Background: an optimization exercise with open tools, aiming at small area. Do not read the settings as production practice. The RTL was checked by simulation tests, not by an equivalence proof against the original design. No driver is modelled on the clock port, so clocking that relies on it looks cheaper here than on a real chip. No activity file was given, so power comes from the tool's default toggle rates.

==> flow/design.v <==
module xbfs (
    input  wire        clk,
    input  wire        rst,           
    input  wire        cmd_valid,
    input  wire [15:0] cmd,
    input  wire [31:0] wdata,
    output reg  [31:0] rdata,
    output reg         rdata_valid,
    output wire        irq,
    output reg         frame_out,
    output reg         rec_out
);
    localparam [3:0] S_M0  = 4'd0, S_M1  = 4'd1, S_MID = 4'd2, S_LEN = 4'd3,
                     S_PAY = 4'd4, S_CKS = 4'd5, S_XLH = 4'd6, S_XLL = 4'd7,
                     S_XSK = 4'd8;
    localparam [1:0] T_H0 = 2'd0, T_H1 = 2'd1, T_H2 = 2'd2, T_VAL = 2'd3;
    localparam NB = 169;
    reg  [3:0]  fst;
    reg         sync_f;
    reg  [8:0]  fidx;
    reg  [7:0]  cur_len;
    reg  [7:0]  acc;
    reg  [16:0] skip_rem;
    reg  [7:0]  mid_r;
    reg         cksel;
    reg  [10:0] irq_en_lo;
    reg  [2:0]  irq_en_hi;
    reg  [10:0] ev_lo;                
    reg  [2:0]  ev_hi;                
    reg         lc_valid;
    reg  [3:0]  lc_code;
    reg  [31:0] cnt_discard, cnt_resync, cnt_syncloss, cnt_frame, cnt_ckerr,
                cnt_extlen;
    reg  [31:0] last_frame;
    reg         rec_pending;
    reg         rec_tr, rec_un, rec_sh, rec_lg;
    reg  [7:0]  rec_nrec;
    reg  [15:0] rec_lastunk;
    reg  [31:0] rec_seq;
    reg  [16:0] avail;
    reg  [8*NB-1:0] bank;
    reg  [6:0]  rd_idx;
    reg  [1:0]  tst;
    reg         t_stop;
    reg  [15:0] t_id;
    reg  [7:0]  t_vcnt;               
    reg  [4:0]  t_xcnt;               
    reg         p_tr, p_un, p_sh, p_lg;
    reg  [7:0]  p_nrec;
    reg  [15:0] p_lastunk;
    reg  [16:0] wk_av;
    reg  [8*NB-1:0] wk;
    wire        is_byte  = cmd_valid && (cmd[15:8] == 8'h00);
    wire        is_read  = cmd_valid && (cmd[15:7] == 9'h080);
    wire        is_write = cmd_valid && (cmd[15:7] == 9'h100);
    wire        is_bad   = cmd_valid && !(is_byte || is_read || is_write);
    wire [6:0]  idx      = cmd[6:0];
    wire [7:0]  b        = cmd[7:0];
    function [31:0] f_inc;           
        input [31:0] a;
        input        ci;
        integer      i;
        reg          c;
        begin
            c = ci;
            for (i = 0; i < 32; i = i + 1) begin
                f_inc[i] = a[i] ^ c;
                c        = c & a[i];
            end
        end
    endfunction
    function [31:0] f_dec;           
        input [31:0] a;
        input        bi;
        integer      i;
        reg          c;
        begin
            c = bi;
            for (i = 0; i < 32; i = i + 1) begin
                f_dec[i] = a[i] ^ c;
                c        = c & ~a[i];
            end
        end
    endfunction
    function [7:0] f_add8;           
        input [7:0] a;
        input [7:0] b;
        input       ci;
        integer     i;
        reg         c;
        begin
            c = ci;
            for (i = 0; i < 8; i = i + 1) begin
                f_add8[i] = a[i] ^ b[i] ^ c;
                c         = (a[i] & b[i]) | (c & (a[i] ^ b[i]));
            end
        end
    endfunction
    function f_ge8;                  
        input [7:0] a;
        input [7:0] b;
        integer     i;
        reg         c;
        begin
            c = 1'b1;                
            for (i = 0; i < 8; i = i + 1)
                c = (a[i] & ~b[i]) | (c & (a[i] | ~b[i]));
            f_ge8 = c;
        end
    endfunction
    wire [16:0] m_id;
    assign m_id[0] = (t_id == 16'h1020);
    assign m_id[1] = (t_id == 16'h1060);
    assign m_id[2] = (t_id == 16'h1010);
    assign m_id[3] = (t_id == 16'h2030);
    assign m_id[4] = (t_id == 16'h2010);
    assign m_id[5] = (t_id == 16'h4020);
    assign m_id[6] = (t_id == 16'h4030);
    assign m_id[7] = (t_id == 16'h8020);
    assign m_id[8] = (t_id == 16'hC020);
    assign m_id[9] = (t_id == 16'h5042);
    assign m_id[10] = (t_id == 16'h5022);
    assign m_id[11] = (t_id == 16'hD012);
    assign m_id[12] = (t_id == 16'hE020);
    assign m_id[13] = (t_id == 16'h0810);
    assign m_id[14] = (t_id == 16'h3010);
    assign m_id[15] = (t_id == 16'h4010);
    assign m_id[16] = (t_id == 16'h8030);
    wire        known = |m_id;
    reg  [4:0]  lk_size;
    always @* begin
        lk_size = 5'd0;
        case (1'b1)
            m_id[0]: lk_size = 5'd2;
            m_id[1]: lk_size = 5'd4;
            m_id[2]: lk_size = 5'd11;
            m_id[3]: lk_size = 5'd12;
            m_id[4]: lk_size = 5'd16;
            m_id[5]: lk_size = 5'd12;
            m_id[6]: lk_size = 5'd12;
            m_id[7]: lk_size = 5'd12;
            m_id[8]: lk_size = 5'd12;
            m_id[9]: lk_size = 5'd12;
            m_id[10]: lk_size = 5'd6;
            m_id[11]: lk_size = 5'd18;
            m_id[12]: lk_size = 5'd4;
            m_id[13]: lk_size = 5'd4;
            m_id[14]: lk_size = 5'd4;
            m_id[15]: lk_size = 5'd12;
            m_id[16]: lk_size = 5'd16;
            default: lk_size = 5'd0;
        endcase
    end
    wire        pay_step  = is_byte && (fst == S_PAY);
    wire        len_step  = is_byte && (fst == S_LEN) && (b != 8'hFF);
    wire [7:0]  rem_here  = f_add8(cur_len, ~fidx[7:0], 1'b1) + 8'd4;   
    wire        p_step    = pay_step && !t_stop;
    wire        val_step  = p_step && (tst == T_VAL);
    wire        x_on      = val_step && (t_xcnt != 5'd0);
    wire [16:0] wk_en     = x_on ? m_id : 17'd0;
    always @(posedge clk) begin
        if (len_step) begin
            tst       <= T_H0;
            t_stop    <= 1'b0;
            p_tr      <= 1'b0;
            p_un      <= 1'b0;
            p_sh      <= 1'b0;
            p_lg      <= 1'b0;
            p_nrec    <= 8'd0;
            p_lastunk <= 16'd0;
            wk_av     <= 17'd0;
        end else if (p_step) begin
            case (tst)
                T_H0: begin
                    if (rem_here[7:2] == 6'd0 && rem_here[1:0] != 2'd3) begin
                        p_tr   <= 1'b1;
                        t_stop <= 1'b1;
                    end else begin
                        t_id[15:8] <= b;
                        tst        <= T_H1;
                    end
                end
                T_H1: begin
                    t_id[7:0] <= b;
                    tst       <= T_H2;
                end
                T_H2: begin
                    p_nrec <= f_inc({24'd0, p_nrec}, 1'b1);
                    if (f_ge8(b, rem_here)) begin
                        p_tr   <= 1'b1;
                        t_stop <= 1'b1;
                    end else begin
                        t_vcnt <= b;
                        t_xcnt <= 5'd0;
                        if (known) begin
                            if (!f_ge8(b, {3'd0, lk_size})) begin
                                p_sh <= 1'b1;
                            end else begin
                                if (b != {3'd0, lk_size})
                                    p_lg <= 1'b1;
                                t_xcnt <= lk_size;
                                wk_av  <= wk_av | m_id;
                            end
                        end else begin
                            p_un      <= 1'b1;
                            p_lastunk <= t_id;
                        end
                        tst <= (b == 8'd0) ? T_H0 : T_VAL;
                    end
                end
                default: begin  
                    t_vcnt <= f_dec({24'd0, t_vcnt}, 1'b1);
                    if (t_xcnt != 5'd0)
                        t_xcnt <= f_dec({27'd0, t_xcnt}, 1'b1);
                    if (t_vcnt == 8'd1)
                        tst <= T_H0;
                end
            endcase
        end
    end
    always @(posedge clk) begin
            if (wk_en[0]) wk[15:0] <= {b, wk[15:8]};
            if (wk_en[1]) wk[47:16] <= {b, wk[47:24]};
            if (wk_en[2]) wk[135:48] <= {b, wk[135:56]};
            if (wk_en[3]) wk[231:136] <= {b, wk[231:144]};
            if (wk_en[4]) wk[359:232] <= {b, wk[359:240]};
            if (wk_en[5]) wk[455:360] <= {b, wk[455:368]};
            if (wk_en[6]) wk[551:456] <= {b, wk[551:464]};
            if (wk_en[7]) wk[647:552] <= {b, wk[647:560]};
            if (wk_en[8]) wk[743:648] <= {b, wk[743:656]};
            if (wk_en[9]) wk[839:744] <= {b, wk[839:752]};
            if (wk_en[10]) wk[887:840] <= {b, wk[887:848]};
            if (wk_en[11]) wk[1031:888] <= {b, wk[1031:896]};
            if (wk_en[12]) wk[1063:1032] <= {b, wk[1063:1040]};
            if (wk_en[13]) wk[1095:1064] <= {b, wk[1095:1072]};
            if (wk_en[14]) wk[1127:1096] <= {b, wk[1127:1104]};
            if (wk_en[15]) wk[1223:1128] <= {b, wk[1223:1136]};
            if (wk_en[16]) wk[1351:1224] <= {b, wk[1351:1232]};
    end
    reg  [3:0]  fst_n;
    reg         sync_n;
    reg  [8:0]  fidx_n;
    reg  [7:0]  cur_len_n;
    reg  [7:0]  acc_n;
    reg  [16:0] skip_n;
    reg  [10:0] ev;                  
    reg  [2:0]  evh;                 
    reg  [1:0]  discard_inc;
    reg         inc_resync, inc_syncloss, inc_extlen, inc_frame, inc_ckerr;
    reg         commit_any, commit_ok, commit_rec;
    reg  [7:0]  ck_exp;
    reg         soft_rst;
    reg         bad_reg;
    always @* begin
        fst_n        = fst;
        sync_n       = sync_f;
        fidx_n       = fidx;
        cur_len_n    = cur_len;
        acc_n        = acc;
        skip_n       = skip_rem;
        ev           = 11'd0;
        evh          = 3'd0;
        discard_inc  = 2'd0;
        inc_resync   = 1'b0;
        inc_syncloss = 1'b0;
        inc_extlen   = 1'b0;
        inc_frame    = 1'b0;
        inc_ckerr    = 1'b0;
        commit_any   = 1'b0;
        commit_ok    = 1'b0;
        commit_rec   = 1'b0;
        ck_exp       = f_add8(~acc, {6'd0, ~cksel, cksel}, 1'b0);
        soft_rst     = 1'b0;
        bad_reg      = 1'b0;
        if (is_byte) begin
            case (fst)
                S_M0: begin
                    if (b == 8'hFA) begin
                        fidx_n = 9'd1;
                        fst_n  = S_M1;
                    end else begin
                        if (sync_f) begin
                            sync_n       = 1'b0;
                            inc_syncloss = 1'b1;
                            ev[2]        = 1'b1;
                        end
                        discard_inc = 2'd1;
                        ev[3]       = 1'b1;
                    end
                end
                S_M1: begin
                    if (b == 8'hFF) begin
                        fidx_n = 9'd2;
                        acc_n  = 8'd0;
                        fst_n  = S_MID;
                        if (!sync_f) begin
                            sync_n     = 1'b1;
                            inc_resync = 1'b1;
                            evh[0]     = 1'b1;
                        end
                    end else begin
                        if (sync_f) begin
                            sync_n       = 1'b0;
                            inc_syncloss = 1'b1;
                            ev[2]        = 1'b1;
                        end
                        ev[3] = 1'b1;
                        if (b == 8'hFA) begin
                            discard_inc = 2'd1;
                            fidx_n      = 9'd1;
                            fst_n       = S_M1;
                        end else begin
                            discard_inc = 2'd2;
                            fidx_n      = 9'd0;
                            fst_n       = S_M0;
                        end
                    end
                end
                S_MID: begin
                    fidx_n = 9'd3;
                    acc_n  = f_add8(acc, b, 1'b0);
                    fst_n  = S_LEN;
                end
                S_LEN: begin
                    if (b != 8'hFF) begin
                        fidx_n    = 9'd4;
                        acc_n     = f_add8(acc, b, 1'b0);
                        cur_len_n = b;
                        fst_n     = (b == 8'd0) ? S_CKS : S_PAY;
                    end else begin
                        inc_extlen = 1'b1;
                        ev[1]      = 1'b1;
                        fidx_n     = 9'd0;
                        acc_n      = 8'd0;
                        fst_n      = S_XLH;
                    end
                end
                S_PAY: begin
                    fidx_n = f_inc({23'd0, fidx}, 1'b1);
                    acc_n  = f_add8(acc, b, 1'b0);
                    if (rem_here == 8'd1)
                        fst_n = S_CKS;
                end
                S_CKS: begin
                    commit_any = 1'b1;
                    if (b == ck_exp) begin
                        commit_ok = 1'b1;
                        inc_frame = 1'b1;
                        evh[1]    = 1'b1;
                        if (mid_r == 8'h36) begin
                            commit_rec = 1'b1;
                            evh[2]     = 1'b1;
                            ev[5]      = rec_pending;
                            ev[4]      = p_tr;
                            ev[7]      = p_un;
                            ev[6]      = p_sh;
                            ev[8]      = p_lg;
                        end
                    end else begin
                        inc_ckerr = 1'b1;
                        ev[0]     = 1'b1;
                    end
                    fidx_n    = 9'd0;
                    cur_len_n = 8'd0;
                    acc_n     = 8'd0;
                    fst_n     = S_M0;
                end
                S_XLH: begin
                    skip_n = {1'b0, b, 8'd0};
                    fst_n  = S_XLL;
                end
                S_XLL: begin
                    skip_n = f_inc({15'd0, skip_rem[16:8], b}, 1'b1);
                    fst_n  = S_XSK;
                end
                S_XSK: begin
                    skip_n = f_dec({15'd0, skip_rem}, 1'b1);
                    if (skip_rem == 17'd1)
                        fst_n = S_M0;
                end
                default: ;
            endcase
        end
        if (is_read && (idx[6] || idx[5:0] == 6'h3F))
            bad_reg = 1'b1;
        if (is_write) begin
            case (idx)
                7'd0:  soft_rst = wdata[0];
                7'd2, 7'd3, 7'd4, 7'd5, 7'd6, 7'd7, 7'd8, 7'd9, 7'd10, 7'd12: ;
                default: bad_reg = 1'b1;
            endcase
        end
        ev[10] = bad_reg;
        ev[9]  = is_bad;
    end
    wire [31:0] sw_raw = {bank[1039:1032], bank[1047:1040], bank[1055:1048], bank[1063:1056]};
    wire [31:0] sw = avail[12] ? sw_raw : 32'd0;
    wire [31:0] status_dec = {20'd0, sw[28:27], sw[26], sw[25:23], sw[22],
                              sw[21], sw[4:3], sw[2], sw[1]};
    reg  [31:0] rd_val;
    always @* begin
        case (rd_idx)
            7'd0:  rd_val = {30'd0, cksel, 1'b0};
            7'd1:  rd_val = {7'd0, fidx, cur_len, 3'd0, fst, sync_f};
            7'd2:  rd_val = {13'd0, ev_hi, 5'd0, ev_lo};
            7'd3:  rd_val = {13'd0, irq_en_hi, 5'd0, irq_en_lo};
            7'd4:  rd_val = {lc_valid, 27'd0, lc_code};
            7'd5:  rd_val = cnt_discard;
            7'd6:  rd_val = cnt_resync;
            7'd7:  rd_val = cnt_syncloss;
            7'd8:  rd_val = cnt_frame;
            7'd9:  rd_val = cnt_ckerr;
            7'd10: rd_val = cnt_extlen;
            7'd11: rd_val = last_frame;
            7'd12: rd_val = {rec_lastunk, rec_nrec, 3'd0, rec_lg, rec_sh,
                             rec_un, rec_tr, rec_pending};
            7'd13: rd_val = rec_seq;
            7'd14: rd_val = {15'd0, avail};
            7'd15: rd_val = status_dec;
            7'd16: rd_val = {acc, 7'd0, skip_rem};
            7'd17: rd_val = avail[0] ? {16'd0, bank[7:0], bank[15:8]} : 32'd0;
            7'd18: rd_val = avail[1] ? {bank[23:16], bank[31:24], bank[39:32], bank[47:40]} : 32'd0;
            7'd19: rd_val = avail[2] ? {bank[55:48], bank[63:56], bank[71:64], bank[79:72]} : 32'd0;
            7'd20: rd_val = avail[2] ? {bank[111:104], bank[103:96], bank[87:80], bank[95:88]} : 32'd0;
            7'd21: rd_val = avail[2] ? {8'd0, bank[135:128], bank[127:120], bank[119:112]} : 32'd0;
            7'd22: rd_val = avail[3] ? {bank[143:136], bank[151:144], bank[159:152], bank[167:160]} : 32'd0;
            7'd23: rd_val = avail[3] ? {bank[175:168], bank[183:176], bank[191:184], bank[199:192]} : 32'd0;
            7'd24: rd_val = avail[3] ? {bank[207:200], bank[215:208], bank[223:216], bank[231:224]} : 32'd0;
            7'd25: rd_val = avail[4] ? {bank[239:232], bank[247:240], bank[255:248], bank[263:256]} : 32'd0;
            7'd26: rd_val = avail[4] ? {bank[271:264], bank[279:272], bank[287:280], bank[295:288]} : 32'd0;
            7'd27: rd_val = avail[4] ? {bank[303:296], bank[311:304], bank[319:312], bank[327:320]} : 32'd0;
            7'd28: rd_val = avail[4] ? {bank[335:328], bank[343:336], bank[351:344], bank[359:352]} : 32'd0;
            7'd29: rd_val = avail[5] ? {bank[367:360], bank[375:368], bank[383:376], bank[391:384]} : 32'd0;
            7'd30: rd_val = avail[5] ? {bank[399:392], bank[407:400], bank[415:408], bank[423:416]} : 32'd0;
            7'd31: rd_val = avail[5] ? {bank[431:424], bank[439:432], bank[447:440], bank[455:448]} : 32'd0;
            7'd32: rd_val = avail[6] ? {bank[463:456], bank[471:464], bank[479:472], bank[487:480]} : 32'd0;
            7'd33: rd_val = avail[6] ? {bank[495:488], bank[503:496], bank[511:504], bank[519:512]} : 32'd0;
            7'd34: rd_val = avail[6] ? {bank[527:520], bank[535:528], bank[543:536], bank[551:544]} : 32'd0;
            7'd35: rd_val = avail[7] ? {bank[559:552], bank[567:560], bank[575:568], bank[583:576]} : 32'd0;
            7'd36: rd_val = avail[7] ? {bank[591:584], bank[599:592], bank[607:600], bank[615:608]} : 32'd0;
            7'd37: rd_val = avail[7] ? {bank[623:616], bank[631:624], bank[639:632], bank[647:640]} : 32'd0;
            7'd38: rd_val = avail[8] ? {bank[655:648], bank[663:656], bank[671:664], bank[679:672]} : 32'd0;
            7'd39: rd_val = avail[8] ? {bank[687:680], bank[695:688], bank[703:696], bank[711:704]} : 32'd0;
            7'd40: rd_val = avail[8] ? {bank[719:712], bank[727:720], bank[735:728], bank[743:736]} : 32'd0;
            7'd41: rd_val = avail[9] ? {16'd0, bank[783:776], bank[791:784]} : 32'd0;
            7'd42: rd_val = avail[9] ? {bank[751:744], bank[759:752], bank[767:760], bank[775:768]} : 32'd0;
            7'd43: rd_val = avail[9] ? {16'd0, bank[831:824], bank[839:832]} : 32'd0;
            7'd44: rd_val = avail[9] ? {bank[799:792], bank[807:800], bank[815:808], bank[823:816]} : 32'd0;
            7'd45: rd_val = avail[10] ? {16'd0, bank[879:872], bank[887:880]} : 32'd0;
            7'd46: rd_val = avail[10] ? {bank[847:840], bank[855:848], bank[863:856], bank[871:864]} : 32'd0;
            7'd47: rd_val = avail[11] ? {16'd0, bank[927:920], bank[935:928]} : 32'd0;
            7'd48: rd_val = avail[11] ? {bank[895:888], bank[903:896], bank[911:904], bank[919:912]} : 32'd0;
            7'd49: rd_val = avail[11] ? {16'd0, bank[975:968], bank[983:976]} : 32'd0;
            7'd50: rd_val = avail[11] ? {bank[943:936], bank[951:944], bank[959:952], bank[967:960]} : 32'd0;
            7'd51: rd_val = avail[11] ? {16'd0, bank[1023:1016], bank[1031:1024]} : 32'd0;
            7'd52: rd_val = avail[11] ? {bank[991:984], bank[999:992], bank[1007:1000], bank[1015:1008]} : 32'd0;
            7'd53: rd_val = avail[12] ? {bank[1039:1032], bank[1047:1040], bank[1055:1048], bank[1063:1056]} : 32'd0;
            7'd54: rd_val = avail[13] ? {bank[1071:1064], bank[1079:1072], bank[1087:1080], bank[1095:1088]} : 32'd0;
            7'd55: rd_val = avail[14] ? {bank[1103:1096], bank[1111:1104], bank[1119:1112], bank[1127:1120]} : 32'd0;
            7'd56: rd_val = avail[15] ? {bank[1135:1128], bank[1143:1136], bank[1151:1144], bank[1159:1152]} : 32'd0;
            7'd57: rd_val = avail[15] ? {bank[1167:1160], bank[1175:1168], bank[1183:1176], bank[1191:1184]} : 32'd0;
            7'd58: rd_val = avail[15] ? {bank[1199:1192], bank[1207:1200], bank[1215:1208], bank[1223:1216]} : 32'd0;
            7'd59: rd_val = avail[16] ? {bank[1231:1224], bank[1239:1232], bank[1247:1240], bank[1255:1248]} : 32'd0;
            7'd60: rd_val = avail[16] ? {bank[1263:1256], bank[1271:1264], bank[1279:1272], bank[1287:1280]} : 32'd0;
            7'd61: rd_val = avail[16] ? {bank[1295:1288], bank[1303:1296], bank[1311:1304], bank[1319:1312]} : 32'd0;
            7'd62: rd_val = avail[16] ? {bank[1327:1320], bank[1335:1328], bank[1343:1336], bank[1351:1344]} : 32'd0;
            default: rd_val = 32'd0;
        endcase
    end
    wire        rd_hi = rd_idx == 7'd41 || rd_idx == 7'd43 || rd_idx == 7'd45 || rd_idx == 7'd47 || rd_idx == 7'd49 || rd_idx == 7'd51;
    always @* rdata = {rd_hi ? {16{rd_val[15]}} : rd_val[31:16], rd_val[15:0]};
    reg  [3:0] ev_code;
    integer    ei;
    always @* begin
        ev_code = 4'd0;
        for (ei = 10; ei >= 0; ei = ei - 1)
            if (ev[ei])
                ev_code = ei[3:0];
    end
    assign irq = |{ev_lo & irq_en_lo, ev_hi & irq_en_hi};
    always @(posedge clk)
        if (!rst && commit_rec)
            bank <= wk;
    always @(posedge clk) begin
        rd_idx <= idx;
        if (rst) begin
            fst          <= S_M0;
            sync_f       <= 1'b0;
            fidx         <= 9'd0;
            cur_len      <= 8'd0;
            acc          <= 8'd0;
            skip_rem     <= 17'd0;
            cksel        <= 1'b0;
            irq_en_lo    <= 11'd0;
            irq_en_hi    <= 3'd0;
            ev_lo        <= 11'd0;
            ev_hi        <= 3'd0;
            lc_valid     <= 1'b0;
            lc_code      <= 4'd0;
            cnt_discard  <= 32'd0;
            cnt_resync   <= 32'd0;
            cnt_syncloss <= 32'd0;
            cnt_frame    <= 32'd0;
            cnt_ckerr    <= 32'd0;
            cnt_extlen   <= 32'd0;
            last_frame   <= 32'd0;
            rec_pending  <= 1'b0;
            rec_tr       <= 1'b0;
            rec_un       <= 1'b0;
            rec_sh       <= 1'b0;
            rec_lg       <= 1'b0;
            rec_nrec     <= 8'd0;
            rec_lastunk  <= 16'd0;
            rec_seq      <= 32'd0;
            avail        <= 17'd0;
            rdata_valid  <= 1'b0;
            frame_out    <= 1'b0;
            rec_out      <= 1'b0;
        end else begin
            rdata_valid <= is_read;
            frame_out   <= commit_ok;
            rec_out     <= commit_rec;
            fst      <= fst_n;
            sync_f   <= sync_n;
            fidx     <= fidx_n;
            cur_len  <= cur_len_n;
            acc      <= acc_n;
            skip_rem <= skip_n;
            if (is_byte && fst == S_MID)
                mid_r <= b;
            cnt_discard  <= {f_inc({1'b0, cnt_discard[31:1]},
                                   discard_inc[1] | (discard_inc[0] & cnt_discard[0])),
                             cnt_discard[0] ^ discard_inc[0]};
            cnt_resync   <= f_inc(cnt_resync, inc_resync);
            cnt_syncloss <= f_inc(cnt_syncloss, inc_syncloss);
            cnt_extlen   <= f_inc(cnt_extlen, inc_extlen);
            cnt_frame    <= f_inc(cnt_frame, inc_frame);
            cnt_ckerr    <= f_inc(cnt_ckerr, inc_ckerr);
            rec_seq      <= f_inc(rec_seq, commit_rec);
            if (commit_any)
                last_frame <= {ck_exp, b, cur_len, mid_r};
            if (commit_rec) begin
                avail       <= wk_av;
                rec_pending <= 1'b1;
                rec_tr      <= p_tr;
                rec_un      <= p_un;
                rec_sh      <= p_sh;
                rec_lg      <= p_lg;
                rec_nrec    <= p_nrec;
                rec_lastunk <= p_lastunk;
            end
            ev_lo <= ev_lo | ev;
            ev_hi <= ev_hi | evh;
            if (|ev) begin
                lc_valid <= 1'b1;
                lc_code  <= ev_code;
            end
            if (is_write) begin
                case (idx)
                    7'd0:  cksel <= wdata[1];
                    7'd2:  begin
                               ev_lo <= ev_lo & ~wdata[10:0];
                               ev_hi <= ev_hi & ~wdata[18:16];
                           end
                    7'd3:  begin
                               irq_en_lo <= wdata[10:0];
                               irq_en_hi <= wdata[18:16];
                           end
                    7'd4:  begin lc_valid <= 1'b0; lc_code <= 4'd0; end
                    7'd5:  cnt_discard  <= 32'd0;
                    7'd6:  cnt_resync   <= 32'd0;
                    7'd7:  cnt_syncloss <= 32'd0;
                    7'd8:  cnt_frame    <= 32'd0;
                    7'd9:  cnt_ckerr    <= 32'd0;
                    7'd10: cnt_extlen   <= 32'd0;
                    7'd12: if (wdata[0]) rec_pending <= 1'b0;
                    default: ;
                endcase
            end
            if (soft_rst) begin
                fst          <= S_M0;
                sync_f       <= 1'b0;
                fidx         <= 9'd0;
                cur_len      <= 8'd0;
                acc          <= 8'd0;
                skip_rem     <= 17'd0;
                ev_lo        <= 11'd0;
                ev_hi        <= 3'd0;
                lc_valid     <= 1'b0;
                lc_code      <= 4'd0;
                cnt_discard  <= 32'd0;
                cnt_resync   <= 32'd0;
                cnt_syncloss <= 32'd0;
                cnt_frame    <= 32'd0;
                cnt_ckerr    <= 32'd0;
                cnt_extlen   <= 32'd0;
                last_frame   <= 32'd0;
                rec_pending  <= 1'b0;
                rec_tr       <= 1'b0;
                rec_un       <= 1'b0;
                rec_sh       <= 1'b0;
                rec_lg       <= 1'b0;
                rec_nrec     <= 8'd0;
                rec_lastunk  <= 16'd0;
                rec_seq      <= 32'd0;
                avail        <= 17'd0;
            end
        end
    end
endmodule
==> flow/flow/run.sh <==
#!/bin/bash
# The standard layout, with CTS using large clkbuf_16 sink clusters and no
# dummy loads, small leaf buffers where their clusters allow it
# (flow/downsize.tcl, run at the end of CTS), and the smallest buffer on the
# ports. Each tool's output is kept in a log file in this folder.
set -euo pipefail
CTS="-sink_clustering_enable -repair_clock_nets -dont_use_dummy_load"
CTS="$CTS -buf_list sky130_fd_sc_hd__clkbuf_16"
CTS="$CTS -sink_clustering_size 30 -sink_clustering_max_diameter 60"
bash standard.sh "CTS_ARGS=$CTS" "POST_CTS_TCL=$(pwd)/flow/downsize.tcl" \
    "BUFFER_PORTS_ARGS=-buffer_cell sky130_fd_sc_hd__buf_1" finish > standard.log 2>&1
==> flow/flow/downsize.tcl <==
# Downsize the clock tree's leaf buffers where their flip-flops keep a
# small clock slew: large clusters keep clkbuf_16, small ones need less.
estimate_parasitics -placement
set target 0.105
set sizes {sky130_fd_sc_hd__clkbuf_4 sky130_fd_sc_hd__clkbuf_8}
set n 0
set saved 0.0
foreach inst [get_cells clkbuf_leaf_*] {
  set name [get_full_name $inst]
  set orig [get_lib_cells */[get_property $inst ref_name]]
  set net [get_nets -of_objects [get_pins $name/X]]
  set sinks [get_pins -of_objects $net -filter "direction==input"]
  foreach s $sizes {
    replace_cell $inst [get_lib_cells */$s]
    set worst 0
    foreach p $sinks {
      set v [get_property $p slew_max]
      if {$v > $worst} { set worst $v }
    }
    if {$worst <= $target} {
      incr n
      break
    }
    replace_cell $inst $orig
  }
}
puts "downsized $n clock leaf buffers"
==> flow/standard.sh <==
#!/bin/bash
# synth_recipe.tcl (not shown) runs the flow's synth.tcl, then flattens the netlist and writes it again
# the make line also repeats each setting of config.mk as NAME=value (left out here)
make -C /OpenROAD-flow-scripts/flow DESIGN_CONFIG=/design/flow/config.mk WORK_HOME=/design/flow/orfs CLKGATE_MAP_FILE= SYNTH_SCRIPT=/design/flow/synth_recipe.tcl "${@:-finish}"
==> flow/config.mk <==
export PLATFORM = sky130hd
export DESIGN_NAME = xbfs
export DESIGN_NICKNAME = xbfs
export VERILOG_FILES = /design/flow/design.v
export SDC_FILE = /design/flow/constraint.sdc
export NUM_CORES = 4
export LEC_CHECK = 0
export CAP_MARGIN = 5
export CORE_MARGIN = 2
export CORE_UTILIZATION = 68
export GPL_TIMING_DRIVEN = 0
export SLEW_MARGIN = 5
==> flow/constraint.sdc <==
create_clock -name core_clock -period 10.0 [get_ports {clk}]
set_input_delay 2.0000 -clock core_clock [delete_from_list [all_inputs] [get_ports {clk}]]
set_output_delay 2.0000 -clock core_clock [all_outputs]
set_load 0.01 [all_outputs]
==> results of run 1 <==
-- registers in the layout, indices dropped and copies added, names as in the netlist, 9 cells and up --
| register | flops |
|---|---|
| cnt_syncloss | 32 |
| rec_seq | 32 |
| wk_av | 17 |
| fidx | 9 |
| cnt_discard | 32 |
| last_frame | 32 |
| rec_lastunk | 16 |
| skip_rem | 17 |
| cnt_resync | 32 |
| p_lastunk | 16 |
| ev_lo | 11 |
| t_id | 16 |
| cnt_ckerr | 32 |
| irq_en_lo | 11 |
| cnt_frame | 32 |
| bank | 1352 |
| cnt_extlen | 32 |
| avail | 17 |
| wk | 1352 |
-- where the power goes --
group	switching [mW]	leakage, nW	total, mW	internal (mW)
clock network	3.84	1.80	6.40	2.56
logic	0.212	9.99	0.266	0.0533
registers	0.00284	28.2	14.2	14.2
total	4.05	40.0	20.9	16.8
-- critical path: cells and delay by family --
kind	cells	cell delay, ps
adders and majority gates	32	6210
buffers and inverters	5	950
and+or+nand+nor	4	870
AOI/OAI and AO/OA	1	270
xor gates and xnor gates	1	150
-- cell type report --
type | count | area share [%]
multi-input cells | 2925 | 17.07
flip-flops and latches | 3181 | 74.04
clock buffers | 163 | 2.935
well taps | 2204 | 2.241
inverters | 94 | 0.2867
repair buffers | 198 | 2.159
diodes | 25 | 0.05084
plain buffers | 339 | 1.212
-- per-layer routing --
layer,global-route usage (%),part of all wire (%),vias to the layer above
li1,-,-,26600
met1,56.73,34,33260
met2,60.73,42,5744
met3,14.92,15,1132
met4,29.23,8.4,24
met5,0,0.050,-
-- cell usage after synthesis (11+ instances only) --
master                      number
sky130_fd_sc_hd__nand2b_1       12
sky130_fd_sc_hd__nand4b_1       15
sky130_fd_sc_hd__nand3b_1       15
sky130_fd_sc_hd__nand2_1       399
sky130_fd_sc_hd__a31oi_1        19
sky130_fd_sc_hd__a2111oi_0      11
sky130_fd_sc_hd__nor2b_1        15
sky130_fd_sc_hd__edfxtp_1     2741
sky130_fd_sc_hd__a222oi_1      169
sky130_fd_sc_hd__a22oi_1       464
sky130_fd_sc_hd__inv_1          90
sky130_fd_sc_hd__a21boi_0       12
sky130_fd_sc_hd__nand3_1       105
sky130_fd_sc_hd__a32oi_1        13
sky130_fd_sc_hd__a22o_1         89
sky130_fd_sc_hd__clkbuf_1      207
sky130_fd_sc_hd__o31ai_1        11
sky130_fd_sc_hd__nor4_1         21
sky130_fd_sc_hd__o211ai_1       14
sky130_fd_sc_hd__xor2_1         19
sky130_fd_sc_hd__buf_1          19
sky130_fd_sc_hd__a221oi_1       78
sky130_fd_sc_hd__a211oi_1       20
sky130_fd_sc_hd__o22a_1         15
sky130_fd_sc_hd__nor4bb_1       11
sky130_fd_sc_hd__o22ai_1        53
sky130_fd_sc_hd__o2111ai_1      14
sky130_fd_sc_hd__and3_1         32
sky130_fd_sc_hd__o21ai_0        80
sky130_fd_sc_hd__nor2_1        195
sky130_fd_sc_hd__a21oi_1       218
sky130_fd_sc_hd__nand4_1        47
sky130_fd_sc_hd__nor3_1         41
sky130_fd_sc_hd__and2_1        228
sky130_fd_sc_hd__buf_2         102
sky130_fd_sc_hd__ha_1          276
sky130_fd_sc_hd__xnor2_1        13
sky130_fd_sc_hd__fa_1           13
sky130_fd_sc_hd__dfxtp_1       440
-- per-stage QoR --
step	hold WS (ps)	instances	power (mW)	setup TNS [ps]
final	407.7	9129	20.85	0
after global routing	403.3	9105	21.19	-145.2
after detailed placement	404.5	8938	14.74	-20630
after global placement	400.4	8814	14.73	-
after floorplan	400.3	6542	14.58	-
-- final timing paths --
kind | end | cells after the start | startpoint
setup / recovery | cnt_syncloss[31]$_SDFF_PP0_ | 43 | cmd[0]
hold / removal | bank[1071]$_DFFE_PP_ | 0 | wk[1071]$_DFFE_PP_
setup reg to reg | rec_seq[31]$_SDFF_PP0_ | 48 | acc[0]$_SDFFE_PP0P_
hold reg to reg | bank[1071]$_DFFE_PP_ | 0 | wk[1071]$_DFFE_PP_
-- cell families after synthesis --
logic type | Yosys count
flops | 3181
buf+inv | 436
fa+ha+maj | 291
simple gates | 1230
compound gates | 1361
mux | 10
xor+xnor | 33
==> impl_summary.log, run 1 <==
INFO  metric detail_route.wl_per_cell = 40.16 um
INFO  metric ys_seq_elements = 3181
INFO  metric std_cell_rows = 150
INFO  metric utilization = 73.84%
INFO  metric synth_area_in_adders = 3.285%
INFO  metric synth_compound_gate_area_share = 8.959%
INFO  metric timing.critical_path.required = 10750 ps
INFO  metric worst_slack = 168.2 ps
INFO  metric worst_reg2reg_setup_slack = 620 ps
INFO  metric mappedNetlistArea = 113600 sq um
INFO  metric drc = 0
INFO  metric cts_tree = yes
INFO  metric grt_max_degree = 35
INFO  metric timing.final.crit_period = 9832 ps
INFO  metric largest_family_of_logic_cells_by_synthesized_area = compound AO/OA/AOI/OAI gates
INFO  metric port-buffer-count = 68
INFO  metric slew_at_the_pin_with_the_worst_max_slew_slack = 1599 ps
INFO  metric post_synth_inst_count = 6542
INFO  metric timing.slew.headroom = -6.584%
INFO  metric die-height = 412.8 um
INFO  metric power_density = 169.4 nW/um^2
INFO  metric critical-path-slowest-cell = sky130_fd_sc_hd__or3_1
INFO  metric critical_path_class = input port to register
INFO  metric num_io_pins = 87
INFO  metric leakage = 39.97 nW
INFO  metric globalplace.congestion = 1.090
INFO  metric synth_top_area_share = 72.43%
INFO  metric layout.filler_cells = 9832
INFO  metric finalClockSkew = 109.6 ps
INFO  metric nNetsFinal = 7242
INFO  metric post_dp_area = 119300 sq um
INFO  metric synthesized_area_fraction_occupied_by_xor_and_xnor_cells = 0.2664%
INFO  metric synth_top_cell_by_area = sky130_fd_sc_hd__edfxtp_1
INFO  metric synth.mux.area_fraction = 0.09248%
INFO  metric post-dp-hpwl = 270900 um
INFO  metric grt_first_pass_wirelength = 488400 um
INFO  metric setup_slack_after_placement = -1456 ps
INFO  metric initial_utilization = 68.19%
INFO  metric failed_layout_checks = max-capacitance violations, max-slew violations
INFO  metric first_global_vias = 61140
INFO  metric synth-async-reset-ratio = 0%
INFO  metric clk_latency = 880 ps
INFO  metric global_route.usage.total = 42.97%
INFO  metric globalRouteOverflowTotal = 0
INFO  metric maxSlewViolCount = 27
INFO  metric min_path_type = register to register
INFO  metric finalHoldViolations = 0
INFO  metric number_of_antenna_violations_at_the_first_check_in_global_routing = 47
INFO  metric postSynthAreaPerCell = 17.37 sq um
INFO  metric fp.dieArea = 170400 sq um
INFO  metric proportion_of_layout_cells_with_a_drive_suffix_above_1 = 7.565%
INFO  metric area.sequential = 91120 sq um
INFO  metric timing.fmax = 101.7 MHz
INFO  metric dr.pass1.iters = 9
INFO  metric critPathCaptureType = register
INFO  metric worst_ep_arrival_time = 10580 ps
INFO  metric vias_per_cell = 7.314
INFO  metric clkSinkCount = 3181
INFO  metric rsz0062_at_grt = true
INFO  metric layout.cell_area.non_filler = 123100 sq um
INFO  metric critical-path-top-cell-by-count = sky130_fd_sc_hd__ha_1
INFO  metric critical-path-max-stage-delay = 360 ps
INFO  metric synth-edff-count = 2741
INFO  metric detailroute.via_count = 66770
INFO  metric number_of_drc_markers_in_iteration_0 = 13600
INFO  metric cap_violations = 5
INFO  metric synth.lib_cells_used.distinct = 99
INFO  metric outcome = failed layout checks
INFO  metric ir_worst_vdd = 211.0 uV
INFO  metric die_width = 412.8 um
INFO  metric synth-main-ff-cell = sky130_fd_sc_hd__edfxtp_1
INFO  metric layout_commonest_cell = sky130_fd_sc_hd__edfxtp_1
INFO  metric clk_transition_reported_paths = 110 ps
INFO  metric totalWireLength = 366600 um
INFO  metric finalSetupViolations = 0
INFO  metric yosys_warnings = 1
INFO  metric flow.area_growth_from_synthesis = 8.290%
INFO  metric mappedNetlistNets = 6882
INFO  metric ant_nets = 0
INFO  metric post_synth_simple_gate_area = 5.610%
INFO  metric cp_max_fo = 17
INFO  metric core_area = 166700 sq um
INFO  metric synth_sequential_area_ratio = 80.18%
INFO  metric synthTopCellsByArea = sky130_fd_sc_hd__edfxtp_1 72%, sky130_fd_sc_hd__dfxtp_1 7.8%, sky130_fd_sc_hd__a22oi_1 3.1%
INFO  metric multi_input_comb_area = 21010 sq um
INFO  metric final_cell_mix = 2741 x sky130_fd_sc_hd__edfxtp_1, 464 x sky130_fd_sc_hd__a22oi_1, 439 x sky130_fd_sc_hd__dfxtp_1
INFO  metric setup.worst_path.start_class = input port
INFO  metric post-route-period-util = 98.32%
==> inputs of run 2 (changes only) <==
--- a/flow/flow/downsize.tcl
+++ b/flow/flow/downsize.tcl
@@ -3,3 +3,3 @@
 estimate_parasitics -placement
-set target 0.105
+set target 0.110
 set sizes {sky130_fd_sc_hd__clkbuf_4 sky130_fd_sc_hd__clkbuf_8}
--- a/flow/config.mk
+++ b/flow/config.mk
@@ -10,3 +10,2 @@
 export CORE_UTILIZATION = 68
-export GPL_TIMING_DRIVEN = 0
 export SLEW_MARGIN = 5
==> run 2 against run 1 <==
  * Now clean on timing, DRC and antenna
  * Total power down 0.98%
  * Non-clock buffer count shrank 250
  * Area after synthesis unchanged
  * Sequential power is essentially flat
  * Register-to-register slack gained 360 ps
  * Sequential cell count stayed put
  * Die area unchanged
==> impl_summary.log, run 2 <==
INFO  metric library_cell_with_the_highest_instance_count_after_synthesis = sky130_fd_sc_hd__edfxtp_1 (unchanged)
INFO  metric cts_tree = yes (unchanged)
INFO  metric timing.fmax = 110.1 MHz (was 101.7 MHz)
INFO  metric die-height = 412.8 um (unchanged)
INFO  metric clk_transition_reported_paths = 100 ps (was 110 ps)
INFO  metric post-route-period-util = 90.83% (was 98.32%)
INFO  metric final.hold.worst_slack = 368.3 ps (was 407.7 ps)
INFO  metric post_synth_inst_count = 6542 (unchanged)
INFO  metric ys_seq_elements = 3181 (unchanged)
INFO  metric yosys_warnings = 1 (unchanged)
INFO  metric rsz0062_at_grt = false (was true)
INFO  metric drc = 0 (unchanged)
INFO  metric worst_reg2reg_setup_slack = 980 ps (was 620 ps)
INFO  metric final_cell_mix = 2741 x sky130_fd_sc_hd__edfxtp_1, 464 x sky130_fd_sc_hd__a22oi_1, 434 x sky130_fd_sc_hd__dfxtp_1 (was 2741 x sky130_fd_sc_hd__edfxtp_1, 464 x sky130_fd_sc_hd__a22oi_1, 439 x sky130_fd_sc_hd__dfxtp_1)
INFO  metric maxSlewViolCount = 0 (was 27)
INFO  metric globalRouteOverflowTotal = 0 (unchanged)
INFO  metric layout_top_registers = bank (1352), wk (1352) (unchanged)
INFO  metric die_width = 412.8 um (unchanged)
INFO  metric mappedNetlistNets = 6882 (unchanged)
INFO  metric synth-edff-count = 2741 (unchanged)
INFO  metric critical_path.reg2reg.endpoint = cnt_ckerr[31]$_SDFF_PP0_ (was rec_seq[31]$_SDFF_PP0_)
INFO  metric flow.area_growth_from_synthesis = 6.490% (was 8.290%)
INFO  metric timing.slew.headroom = 5.873% (was -6.584%)
INFO  metric post-dp-hpwl = 234500 um (was 270900 um)
INFO  metric synth_top_area_share = 72.43% (unchanged)
INFO  metric postSynthAreaPerCell = 17.37 sq um (unchanged)
INFO  metric tns = 0 ps (unchanged)
INFO  metric synth-async-reset-ratio = 0% (unchanged)
INFO  metric finalHoldViolations = 0 (unchanged)
INFO  metric setup.worst_path.start_class = input port (unchanged)
INFO  metric std_cell_rows = 150 (unchanged)
INFO  metric leakage = 39.18 nW (was 39.97 nW)
INFO  metric timing.final.crit_period = 9083 ps (was 9832 ps)
INFO  metric worst_ep_arrival_time = 9770 ps (was 10580 ps)
INFO  metric fin_cells = 8873 (was 9129)
INFO  metric core_area = 166700 sq um (unchanged)
INFO  metric ant_nets = 0 (unchanged)
INFO  metric nNetsFinal = 6991 (was 7242)
INFO  metric grt_first_pass_wirelength = 458800 um (was 488400 um)
INFO  metric min_delay_path_depth = 0 (unchanged)
INFO  metric mappedNetlistArea = 113600 sq um (unchanged)
INFO  metric grt_max_degree = 167 (was 35)
INFO  metric min_path_type = register to register (unchanged)
INFO  metric dr.pass1.iters = 10 (was 9)
INFO  metric synth_sequential_area_ratio = 80.18% (unchanged)
INFO  metric port-buffer-count = 68 (unchanged)
INFO  metric globalplace.congestion = 1.021 (was 1.090)
INFO  metric critical-path-top-cell-by-count = sky130_fd_sc_hd__ha_1 (unchanged)
INFO  metric clk_latency = 870 ps (was 880 ps)
INFO  metric fp.dieArea = 170400 sq um (unchanged)
INFO  metric synth-main-ff-cell = sky130_fd_sc_hd__edfxtp_1 (unchanged)
INFO  metric ir_worst_vdd = 218.7 uV (was 211.0 uV)
INFO  metric first_global_vias = 58660 (was 61140)
INFO  metric dp.cells = 8690 (was 8938)
INFO  metric layout_commonest_cell = sky130_fd_sc_hd__edfxtp_1 (unchanged)
INFO  metric timing.critical_path.required = 10690 ps (was 10750 ps)
INFO  metric critical-path-slowest-cell = sky130_fd_sc_hd__clkbuf_2 (was sky130_fd_sc_hd__or3_1)
INFO  metric synth_top_cell_by_area = sky130_fd_sc_hd__edfxtp_1 (unchanged)
INFO  metric finalClockSkew = 93.21 ps (was 109.6 ps)
INFO  metric slew_at_the_pin_with_the_worst_max_slew_slack = 1412 ps (was 1599 ps)
INFO  metric totalWireLength = 338300 um (was 366600 um)
INFO  metric number_of_antenna_violations_at_the_first_check_in_global_routing = 38 (was 47)
INFO  metric r2r-start = acc[0]$_SDFFE_PP0P_ (unchanged)
INFO  metric cell_depth_of_the_worst_flop_to_flop_path = 46 (was 48)
INFO  metric critPathCaptureType = register (unchanged)
INFO  metric critical-path-max-stage-delay = 430 ps (was 360 ps)
INFO  metric number_of_drc_markers_in_iteration_0 = 11900 (was 13600)
INFO  metric clkSinkCount = 3181 (unchanged)
INFO  metric finalSetupViolations = 0 (unchanged)
INFO  metric global_route.usage.total = 39.83% (was 42.97%)
INFO  metric worst_hold_path.endpoint = bank[139]$_DFFE_PP_ (was bank[1071]$_DFFE_PP_)
INFO  metric proportion_of_layout_cells_with_a_drive_suffix_above_1 = 7.956% (was 7.565%)
INFO  metric outcome = timing/DRC/antenna clean (was failed layout checks)
INFO  metric vias_per_cell = 7.174 (was 7.314)
INFO  metric initial_utilization = 68.19% (unchanged)
INFO  metric setup_slack_after_placement = 200.2 ps (was -1456 ps)
INFO  metric worst_slack = 917.2 ps (was 168.2 ps)
INFO  metric synth.lib_cells_used.distinct = 99 (unchanged)
INFO  metric detailroute.via_count = 63660 (was 66770)
INFO  metric cp_max_fo = 6 (was 17)
INFO  metric synthTopCellsByCount = 2741 x sky130_fd_sc_hd__edfxtp_1, 464 x sky130_fd_sc_hd__a22oi_1, 440 x sky130_fd_sc_hd__dfxtp_1 (unchanged)
INFO  metric detail_route.wl_per_cell = 38.13 um (was 40.16 um)
INFO  metric critical_path_class = input port to register (unchanged)
INFO  metric num_io_pins = 87 (unchanged)
INFO  metric synthTopCellsByArea = sky130_fd_sc_hd__edfxtp_1 72%, sky130_fd_sc_hd__dfxtp_1 7.8%, sky130_fd_sc_hd__a22oi_1 3.1% (unchanged)
INFO  metric cap_violations = 0 (was 5)
INFO  metric power_density = 170.6 nW/um^2 (was 169.4 nW/um^2)
INFO  metric hold_path.startpoint = wk[139]$_DFFE_PP_ (was wk[1071]$_DFFE_PP_)
[run 2: changes by cell type in the layout (fill, tap and decap cells not counted), sizes merged]
cell,previous run,this run
clkbuf,372,167
buf,328,282
clkinv,2,3
diode,25,20
inv,92,91
[run 2: logic make-up (layout without fill, tap and decap cells)]
logic type               count (synthesis)  count (layout)  share of synthesized area (%)
AO/OA/AOI/OAI                         1361            1361                          8.959
flip-flops                            3181            3181                          80.18
AND/OR/NAND/NOR                       1230            1230                          5.610
XOR/XNOR                                33              33                         0.2664
multiplexers                            10              10                        0.09248
buffers and inverters                  436             543                          1.607
other                                    0              20                              0
adder cells (fa/ha/maj)                291             291                          3.285
[run 2: power breakdown]
group / leakage (nW) / switching, mW / internal [mW] / total, mW
clock: 1.73 / 3.76 / 2.45 / 6.21
combinational: 9.26 / 0.196 / 0.0477 / 0.243
sequential: 28.2 / 0.00901 / 14.2 / 14.2
total: 39.2 / 3.96 / 16.7 / 20.6
[run 2: how the worst max path moves through the flow]
| stage | start | end | slack [ps] | cells past startpoint |
|---|---|---|---|---|
| 2_1_floorplan | cmd[13] | bank[0]$_DFFE_PP_ | -13560 | 6 |
| 3_3_place_gp | cmd[1] | cnt_discard[31]$_SDFF_PP0_ | 200 | 40 |
| 3_5_place_dp | cmd[0] | cnt_discard[31]$_SDFF_PP0_ | 200 | 40 |
| 5_1_grt | acc[0]$_SDFFE_PP0P_ | cnt_ckerr[31]$_SDFF_PP0_ | 500 | 46 |
| 6_report | cmd[0] | cnt_discard[31]$_SDFF_PP0_ | 920 | 40 |
[run 2: worst max-delay path: cells and delay by family]
family | cells | cell delay [ps]
AOI/OAI and AO/OA | 2 | 350
xor gates and xnor gates | 1 | 150
and+or+nand+nor | 4 | 830
buffers and inverters | 1 | 430
adders and majority gates | 32 | 5990
[run 2: through the flow]
stage / area [sq um] / power [mW] / util, %
detailed placement: 117500 / 14.73 / 70.49
global placement: 117500 / 14.73 / 70.49
global route: 121000 / 21.07 / 72.58
finish: 121000 / 20.65 / 72.61
floorplan: 113700 / 14.58 / -
[run 2: cell type report]
class,count,area (sq um)
clock buffers,162,3471
flip-flops and latches,3181,91120
inverters,94,352.8
well taps,2204,2758
repair buffers,287,2072
fillers,10160,45640
diodes,20,50.05
multi-input cells,2925,21190
[run 2: metal layers]
layer  vias up  GRT usage (%)  wire [um]
met1     32050          54.65     119900
met4        28          23.36      25400
met5         -              0        178
li1      26000              -          -
met2      4719          56.70     145300
met3       861          12.75      47570

afterwards: timing with drivers on the ports:
The flow's constraints put no driver on any port. The routed layouts listed below were extracted and timed again, unchanged, in two steps.
Step 1: set_driving_cell puts a clkbuf_16 on clk and a buf_2 on each other input, an assumption about the parent block.
Step 2 also shifts input and output timing later by t, the mid clock arrival at the registers, as if the neighbouring blocks saw the same clock.
Slacks: ideal / step 1 / step 2; pairs: ideal / step 1.
run	shift t [ns]	setup slack, ns	latest minus earliest clock arrival (ns)
run 1	0.920	0.168 / 0.222 / -0.698	0.114 / 0.114
run 2	0.919	0.917 / 0.782 / -0.137	0.094 / 0.094
The setup slack of run 2, which loses most, moves by -0.135 ns with the drivers and by -1.054 ns with both steps.
